Source: an optimization exercise on an open RTL-to-GDS flow (aim: small area, a short achievable clock period and few clock cycles per item). Production flows keep margins and buffers that such runs may drop.
In this exercise RTL edits were held to simulation tests only and were not proved equivalent to the original.
Power and IR drop assume default switching activity.

==> v17: inputs <==
==> flow/design.v (excerpt) <==
module alpha_line (
    input  wire         clk,
    input  wire         rst,         
    input  wire         cmd_valid,
    output wire         cmd_ready,
    input  wire [127:0] cmd,
    output wire         rsp_valid,
    input  wire         rsp_ready,
    output wire [47:0]  rsp,
    output wire         ev_valid,
    output wire [1:0]   ev_kind,
    output wire [63:0]  ev_data
);
Settings: LEC_CHECK=0, CAP_MARGIN=20, CORE_MARGIN=2, CORE_UTILIZATION=40, SLEW_MARGIN=20; clock period 80.0 ns.
standard.sh (not shown) runs the stock make flow with config.mk's settings and CLKGATE_MAP_FILE= SYNTH_SCRIPT=/design/flow/synth_recipe.tcl, a recipe that flattens the netlist after the stock synthesis.
==> flow/flow/run.sh <==
#!/bin/bash
set -euo pipefail
export BUFFER_PORTS_ARGS="-buffer_cell sky130_fd_sc_hd__buf_2"
bash standard.sh > flow_standard.log 2>&1
==> inputs of v32, as changes to v17 <==
--- a/flow/design.v
+++ b/flow/design.v
@@ -162,19 +162,19 @@
     reg [7:0]  fop;
     reg [1:0]  owed;
     reg        rspv;
     reg [3:0]  st;
     reg [2:0]  cnt;
     reg [15:0] R;
     reg [5:0]  A, q0;
-    reg        steep, smaj_n, smin_n;
+    reg        steep, sx_n, sy_n;
     reg        painted, more;
     reg [11:0] S1r, S0r;
-    reg [4:0]  Rf, Rs, Bs;
-    reg [5:0]  Gf, Gs;
+    reg [5:0]  h1, k1, k2;
+    reg [4:0]  h2, k3;
     reg        evv;
     reg [1:0]  evk;
     reg [7:0]  e55, e39, e23;
     reg [15:0] e15;
     assign cmd_ready = crdy;
     assign rsp_valid = rspv;
     assign rsp       = {fop, 1'b0, fcause, 3'b000, flt, 32'd0};
@@ -225,24 +225,28 @@
     wire [15:0] U    = (st == S_DIV) ? {R[14:0], q0[5]} : T;
     wire [16:0] Ud   = add16(U, ~s2, 1'b1);
     wire        c    = Ud[16];                        
     wire [15:0] CS   = c ? Ud[15:0] : U;
     wire [16:0] sA   = add16({10'd0, A}, {10'd0, q0}, c);
     wire        wrap = sA[6] | (sA[5:0] == 6'h3F);   
     wire [5:0]  A_nx = sA[5:0] + {5'd0, wrap};
-    wire [16:0] maj_nx = incdec17(cx, smaj_n);
-    wire [16:0] min_nx = wrap ? incdec17(cy, smin_n) : cy;
-    wire maj_ok = (cx[16:8] == 9'd0) && (cx[7:4] != 4'hF);
-    wire min_ok = (cy[16:8] == 9'd0) &&
-                  (smin_n ? ((cy[7:0] != 8'd0) && (cy[7:4] != 4'hF))
-                          : !((cy[7:4] == 4'hE) && (cy[3:0] == 4'hF)) && (cy[7:4] != 4'hF));
-    wire pair_ok = maj_ok && min_ok;
-    wire [16:0] nb = incdec17({9'd0, cy[7:0]}, smin_n);
-    wire [7:0] lo8 = smin_n ? nb[7:0] : cy[7:0];
-    wire [7:0] hi8 = smin_n ? cy[7:0] : nb[7:0];
+    wire        mvx    = ~steep | wrap;
+    wire        mvy    = steep | wrap;
+    wire [16:0] x_nx   = mvx ? incdec17(cx, sx_n) : cx;
+    wire [16:0] y_nx   = mvy ? incdec17(cy, sy_n) : cy;
+    wire        smin_n = steep ? sx_n : sy_n;
+    wire x_in  = (cx[16:8] == 9'd0) && (cx[7:4] != 4'hF);           
+    wire y_in  = (cy[16:8] == 9'd0) && (cy[7:4] != 4'hF);
+    wire [7:0] mi8 = steep ? cx[7:0] : cy[7:0];
+    wire [7:0] mj8 = steep ? cy[7:0] : cx[7:0];
+    wire nb_ok = smin_n ? (mi8 != 8'd0) : (mi8 != 8'hEF);
+    wire pair_ok = x_in && y_in && nb_ok;
+    wire [16:0] nb = incdec17({9'd0, mi8}, smin_n);
+    wire [7:0] lo8 = smin_n ? nb[7:0] : mi8;
+    wire [7:0] hi8 = smin_n ? mi8 : nb[7:0];
     wire ch_g = (st == S_Q0);
     wire ch_b = (st == S_Q1);
     wire [5:0] fch = ch_g ? fg[10:5] : ch_b ? {fg[4:0], 1'b0} : {fg[15:11], 1'b0};
     wire [5:0] bch = ch_g ? bg[10:5] : ch_b ? {bg[4:0], 1'b0} : {bg[15:11], 1'b0};
     wire [11:0] fsq = sq6(fch);
     wire [11:0] bsq = sq6(bch);
     wire [9:0]  Fq  = fsq[11:2];
@@ -340,33 +344,33 @@
                 emit = painted;
                 st_n = S_Q1;
             end
             S_Q1: begin
                 emit = 1'b1;
                 if (pair_ok) begin
                     ek   = EV_BEGIN;
-                    d55  = steep ? lo8 : cx[7:0];
-                    d39  = steep ? cx[7:0] : lo8;
-                    d23  = steep ? hi8 : cx[7:0];
-                    d15  = {8'd0, steep ? cx[7:0] : hi8};
+                    d55  = steep ? lo8 : mj8;
+                    d39  = steep ? mj8 : lo8;
+                    d23  = steep ? hi8 : mj8;
+                    d15  = {8'd0, steep ? mj8 : hi8};
                     step = (s5 != 16'd0);
                     st_n = S_Q2;
                 end else
                     do_fault = 1'b1;
             end
             S_Q2: begin
                 emit = 1'b1;
                 ek   = EV_WRITE;
-                d15  = {Rf, Gf, rF[5:1]};
+                d15  = {h2, h1, rF[5:1]};
                 st_n = S_Q3;
             end
             S_Q3: begin
                 emit = 1'b1;
                 ek   = EV_WRITE;
-                d15  = {Rs, Gs, Bs};
+                d15  = {k3, k2, k1[5:1]};
                 st_n = more ? S_Q0 : S_FIN;
             end
             S_FIN: begin
                 emit = 1'b1;
                 respond = 1'b1;
                 st_n = S_IDLE;
             end
@@ -424,20 +428,21 @@
                 if (go) begin
                     if (op_fill) begin
                         R <= 16'd0;
                     end else if (op_line) begin
                         R      <= ~{6'd0, l_dmin[15:6]};
                         q0     <= 6'd0 - l_dmin[5:0];
                         steep  <= l_steep;
-                        smaj_n <= l_steep ? s3[15] : s2[15];
-                        smin_n <= l_steep ? s2[15] : s3[15];
+                        sx_n   <= s2[15];
+                        sy_n   <= s3[15];
                     end else if (op_pair) begin
                         A      <= (s3[15:6] != 10'd0) ? 6'd63 : s3[5:0];
                         steep  <= ~s2[1];
-                        smin_n <= s2[0];
+                        sx_n   <= s2[0];
+                        sy_n   <= s2[0];
                     end
                 end
             end
             S_PREP: R <= CS;
             S_DIV: begin
                 cnt <= cnt + 3'd1;
                 q0  <= {q0[4:0], c};
@@ -464,50 +469,41 @@
             cx <= {1'b0, cmd[95:80]};
             cy <= {1'b0, cmd[79:64]};
             s2 <= cmd[63:48];
             s3 <= cmd[47:32];
             s4 <= cmd[31:16];
             s5 <= cmd[15:0];
         end else begin
-            if (go && (op_line ? l_steep : (op_pair & ~s2[1]))) begin
-                cx <= cy;
-                cy <= cx;
-            end
             if (go && op_line) begin
                 s2 <= l_dmaj;
                 s3 <= l_dmin;
             end
             if (go && op_fill)
                 s2 <= 16'h0100;
             if (go && op_fill && fill_ok)
                 s5 <= s2;
             if (st == S_DIV && cnt == 3'd5)
                 s3 <= CS;
             if (step) begin
-                cx <= maj_nx;
-                cy <= min_nx;
+                cx <= x_nx;
+                cy <= y_nx;
                 s5 <= dec16(s5);
                 if (s4 != 16'd0)
                     s4 <= dec16(s4);
             end
             if (st == S_FILL && s5 != 16'd0)
                 s5 <= dec16(s5);
         end
         S1r <= S1n;
         S0r <= S0n;
-        if (st == S_Q0) begin
-            Rf <= rF[5:1];
-            Rs <= rS[5:1];
-        end
-        if (st == S_Q1) begin
-            Gf <= rF;
-            Gs <= rS;
-        end
-        if (st == S_Q2)
-            Bs <= rS[5:1];
+        h1 <= rF;
+        h2 <= h1[5:1];
+        k1 <= rS;
+        k2 <= k1;
+        k3 <= k2[5:1];
         evk <= ek;
         e55 <= d55;
         e39 <= d39;
         e23 <= d23;
         e15 <= d15;
         rst_q <= rst;
         if (rst_q) begin
==> flow/config.mk (replaced) <==
export PLATFORM = sky130hd
export DESIGN_NAME = alpha_line
export DESIGN_NICKNAME = alpha_line
export VERILOG_FILES = /design/flow/design.v
export SDC_FILE = /design/flow/constraint.sdc
export NUM_CORES = 4
export LEC_CHECK = 0
export ABC_AREA = 1
export CAP_MARGIN = 20
export CORE_MARGIN = 2
export CORE_UTILIZATION = 40
export CTS_CLUSTER_DIAMETER = 100
export CTS_CLUSTER_SIZE = 20
export SLEW_MARGIN = 20
==> inputs of v15, as changes to v17 <==
--- a/flow/design.v
+++ b/flow/design.v
@@ -162,19 +162,19 @@
     reg [7:0]  fop;
     reg [1:0]  owed;
     reg        rspv;
     reg [3:0]  st;
     reg [2:0]  cnt;
     reg [15:0] R;
     reg [5:0]  A, q0;
-    reg        steep, smaj_n, smin_n;
+    reg        steep, sx_n, sy_n;
     reg        painted, more;
     reg [11:0] S1r, S0r;
-    reg [4:0]  Rf, Rs, Bs;
-    reg [5:0]  Gf, Gs;
+    reg [5:0]  h1, k1, k2;
+    reg [4:0]  h2, k3;
     reg        evv;
     reg [1:0]  evk;
     reg [7:0]  e55, e39, e23;
     reg [15:0] e15;
     assign cmd_ready = crdy;
     assign rsp_valid = rspv;
     assign rsp       = {fop, 1'b0, fcause, 3'b000, flt, 32'd0};
@@ -225,24 +225,28 @@
     wire [15:0] U    = (st == S_DIV) ? {R[14:0], q0[5]} : T;
     wire [16:0] Ud   = add16(U, ~s2, 1'b1);
     wire        c    = Ud[16];                        
     wire [15:0] CS   = c ? Ud[15:0] : U;
     wire [16:0] sA   = add16({10'd0, A}, {10'd0, q0}, c);
     wire        wrap = sA[6] | (sA[5:0] == 6'h3F);   
     wire [5:0]  A_nx = sA[5:0] + {5'd0, wrap};
-    wire [16:0] maj_nx = incdec17(cx, smaj_n);
-    wire [16:0] min_nx = wrap ? incdec17(cy, smin_n) : cy;
-    wire maj_ok = (cx[16:8] == 9'd0) && (cx[7:4] != 4'hF);
-    wire min_ok = (cy[16:8] == 9'd0) &&
-                  (smin_n ? ((cy[7:0] != 8'd0) && (cy[7:4] != 4'hF))
-                          : !((cy[7:4] == 4'hE) && (cy[3:0] == 4'hF)) && (cy[7:4] != 4'hF));
-    wire pair_ok = maj_ok && min_ok;
-    wire [16:0] nb = incdec17({9'd0, cy[7:0]}, smin_n);
-    wire [7:0] lo8 = smin_n ? nb[7:0] : cy[7:0];
-    wire [7:0] hi8 = smin_n ? cy[7:0] : nb[7:0];
+    wire        mvx    = ~steep | wrap;
+    wire        mvy    = steep | wrap;
+    wire [16:0] x_nx   = mvx ? incdec17(cx, sx_n) : cx;
+    wire [16:0] y_nx   = mvy ? incdec17(cy, sy_n) : cy;
+    wire        smin_n = steep ? sx_n : sy_n;
+    wire x_in  = (cx[16:8] == 9'd0) && (cx[7:4] != 4'hF);           
+    wire y_in  = (cy[16:8] == 9'd0) && (cy[7:4] != 4'hF);
+    wire [7:0] mi8 = steep ? cx[7:0] : cy[7:0];
+    wire [7:0] mj8 = steep ? cy[7:0] : cx[7:0];
+    wire nb_ok = smin_n ? (mi8 != 8'd0) : (mi8 != 8'hEF);
+    wire pair_ok = x_in && y_in && nb_ok;
+    wire [16:0] nb = incdec17({9'd0, mi8}, smin_n);
+    wire [7:0] lo8 = smin_n ? nb[7:0] : mi8;
+    wire [7:0] hi8 = smin_n ? mi8 : nb[7:0];
     wire ch_g = (st == S_Q0);
     wire ch_b = (st == S_Q1);
     wire [5:0] fch = ch_g ? fg[10:5] : ch_b ? {fg[4:0], 1'b0} : {fg[15:11], 1'b0};
     wire [5:0] bch = ch_g ? bg[10:5] : ch_b ? {bg[4:0], 1'b0} : {bg[15:11], 1'b0};
     wire [11:0] fsq = sq6(fch);
     wire [11:0] bsq = sq6(bch);
     wire [9:0]  Fq  = fsq[11:2];
@@ -340,33 +344,33 @@
                 emit = painted;
                 st_n = S_Q1;
             end
             S_Q1: begin
                 emit = 1'b1;
                 if (pair_ok) begin
                     ek   = EV_BEGIN;
-                    d55  = steep ? lo8 : cx[7:0];
-                    d39  = steep ? cx[7:0] : lo8;
-                    d23  = steep ? hi8 : cx[7:0];
-                    d15  = {8'd0, steep ? cx[7:0] : hi8};
+                    d55  = steep ? lo8 : mj8;
+                    d39  = steep ? mj8 : lo8;
+                    d23  = steep ? hi8 : mj8;
+                    d15  = {8'd0, steep ? mj8 : hi8};
                     step = (s5 != 16'd0);
                     st_n = S_Q2;
                 end else
                     do_fault = 1'b1;
             end
             S_Q2: begin
                 emit = 1'b1;
                 ek   = EV_WRITE;
-                d15  = {Rf, Gf, rF[5:1]};
+                d15  = {h2, h1, rF[5:1]};
                 st_n = S_Q3;
             end
             S_Q3: begin
                 emit = 1'b1;
                 ek   = EV_WRITE;
-                d15  = {Rs, Gs, Bs};
+                d15  = {k3, k2, k1[5:1]};
                 st_n = more ? S_Q0 : S_FIN;
             end
             S_FIN: begin
                 emit = 1'b1;
                 respond = 1'b1;
                 st_n = S_IDLE;
             end
@@ -424,20 +428,21 @@
                 if (go) begin
                     if (op_fill) begin
                         R <= 16'd0;
                     end else if (op_line) begin
                         R      <= ~{6'd0, l_dmin[15:6]};
                         q0     <= 6'd0 - l_dmin[5:0];
                         steep  <= l_steep;
-                        smaj_n <= l_steep ? s3[15] : s2[15];
-                        smin_n <= l_steep ? s2[15] : s3[15];
+                        sx_n   <= s2[15];
+                        sy_n   <= s3[15];
                     end else if (op_pair) begin
                         A      <= (s3[15:6] != 10'd0) ? 6'd63 : s3[5:0];
                         steep  <= ~s2[1];
-                        smin_n <= s2[0];
+                        sx_n   <= s2[0];
+                        sy_n   <= s2[0];
                     end
                 end
             end
             S_PREP: R <= CS;
             S_DIV: begin
                 cnt <= cnt + 3'd1;
                 q0  <= {q0[4:0], c};
@@ -464,50 +469,41 @@
             cx <= {1'b0, cmd[95:80]};
             cy <= {1'b0, cmd[79:64]};
             s2 <= cmd[63:48];
             s3 <= cmd[47:32];
             s4 <= cmd[31:16];
             s5 <= cmd[15:0];
         end else begin
-            if (go && (op_line ? l_steep : (op_pair & ~s2[1]))) begin
-                cx <= cy;
-                cy <= cx;
-            end
             if (go && op_line) begin
                 s2 <= l_dmaj;
                 s3 <= l_dmin;
             end
             if (go && op_fill)
                 s2 <= 16'h0100;
             if (go && op_fill && fill_ok)
                 s5 <= s2;
             if (st == S_DIV && cnt == 3'd5)
                 s3 <= CS;
             if (step) begin
-                cx <= maj_nx;
-                cy <= min_nx;
+                cx <= x_nx;
+                cy <= y_nx;
                 s5 <= dec16(s5);
                 if (s4 != 16'd0)
                     s4 <= dec16(s4);
             end
             if (st == S_FILL && s5 != 16'd0)
                 s5 <= dec16(s5);
         end
         S1r <= S1n;
         S0r <= S0n;
-        if (st == S_Q0) begin
-            Rf <= rF[5:1];
-            Rs <= rS[5:1];
-        end
-        if (st == S_Q1) begin
-            Gf <= rF;
-            Gs <= rS;
-        end
-        if (st == S_Q2)
-            Bs <= rS[5:1];
+        h1 <= rF;
+        h2 <= h1[5:1];
+        k1 <= rS;
+        k2 <= k1;
+        k3 <= k2[5:1];
         evk <= ek;
         e55 <= d55;
         e39 <= d39;
         e23 <= d23;
         e15 <= d15;
         rst_q <= rst;
         if (rst_q) begin
==> flow/flow/run.sh (replaced) <==
#!/bin/bash
set -euo pipefail
export BUFFER_PORTS_ARGS="-buffer_cell sky130_fd_sc_hd__buf_1"
bash standard.sh > flow_standard.log 2>&1
==> flow/config.mk (replaced) <==
export PLATFORM = sky130hd
export DESIGN_NAME = alpha_line
export DESIGN_NICKNAME = alpha_line
export VERILOG_FILES = /design/flow/design.v
export SDC_FILE = /design/flow/constraint.sdc
export NUM_CORES = 4
export LEC_CHECK = 0
export ABC_AREA = 1
export CAP_MARGIN = 20
export CORE_MARGIN = 2
export CORE_UTILIZATION = 40
export CTS_CLUSTER_DIAMETER = 100
export CTS_CLUSTER_SIZE = 20
export SLEW_MARGIN = 20
==> inputs of v25, as changes to v17 <==
==> flow/run.sh (new file) <==
#!/bin/bash
# synth_recipe.tcl (not shown) runs the flow's synth.tcl, then flattens the netlist and writes it again
# the make line also repeats each setting of config.mk as NAME=value (left out here)
make -C /OpenROAD-flow-scripts/flow DESIGN_CONFIG=/design/flow/config.mk WORK_HOME=/design/flow/orfs CLKGATE_MAP_FILE= SYNTH_SCRIPT=/design/flow/synth_recipe.tcl finish
removed: flow/flow/run.sh
removed: flow/standard.sh
==> comparison table <==
Synthesized-area fraction occupied by ao, oa, aoi and oai cells: v15 0.151; v17 0.141; v32 0.151; v25 0.141
Total length of routed met3 wires: v15 3.51 mm; v17 4.69 mm; v32 3.68 mm; v25 4.68 mm
Fraction of met2 tracks used by global routing: v15 0.373; v17 0.376; v32 0.376; v25 0.379
Multiplexer area fraction after synthesis: v15 0.000443; v17 0.0636; v32 0.000443; v25 0.0636
Tightest Pin Transition: v15 1.19 ns; v17 1.08 ns; v32 1.10 ns; v25 1.08 ns
Latest clock arrival within the worst-skew pair: v15 0.54 ns; v17 0.57 ns; v32 0.55 ns; v25 0.58 ns
Run status: v15 timing/DRC/antenna clean; v17 timing/DRC/antenna clean; v32 timing/DRC/antenna clean; v25 timing/DRC/antenna clean
Die Height: v15 242 microns; v17 246 microns; v32 242 microns; v25 246 microns
Part of the total power dissipated in the clock network: v15 0.202; v17 0.194; v32 0.208; v25 0.192
Number of clock buffer instances in the layout: v15 31; v17 53; v32 31; v25 51
Minimum period implied by the final worst setup slack: v15 17.15 ns; v17 17.13 ns; v32 17.10 ns; v25 17.53 ns
WHS Endpoint: v15 k2[0]; v17 painted; v32 k2[0]; v25 painted
Sw power: v15 205 uW; v17 393 uW; v32 210 uW; v25 388 uW
Testbench counts of v17, summed over its fixed seeds: cycles 398,202, items 4,800.
Testbench counts of v32, summed over its fixed seeds: cycles 398,202, items 4,800.
Testbench counts of v15, summed over its fixed seeds: cycles 398,202, items 4,800.
Testbench counts of v25, summed over its fixed seeds: cycles 398,202, items 4,800.

port drivers added, routing unchanged:
The flow's constraints put no driver on any port. The routed layouts listed below were extracted and timed again, unchanged, in two steps.
Step 1 sets driving cells, clkbuf_16 on the clock port and buf_2 on the other inputs (assumed; they add their load-dependent delay and slew).
Step 2 also shifts input and output timing later by t, the mid clock arrival at the registers, as if the neighbouring blocks saw the same clock.
Slacks: ideal ports / drivers / drivers and shift; pairs: ideal ports / drivers.
run	t (ns)	setup slack, ns	worst hold slack (ns)	clock arrival spread, ns	worst slew at a driven data input, ns
v17	0.611	62.870 / 62.813 / 63.188	0.450 / 0.450 / 0.450	0.035 / 0.034	0.06
v32	0.603	62.903 / 62.841 / 63.219	0.332 / 0.332 / 0.332	0.026 / 0.026	0.10
v15	0.587	62.853 / 62.796 / 63.252	0.336 / 0.336 / 0.336	0.033 / 0.033	0.04
v25	0.615	62.472 / 62.416 / 62.765	0.451 / 0.451 / 0.451	0.042 / 0.041	0.06
After both steps every run listed still meets setup and hold.
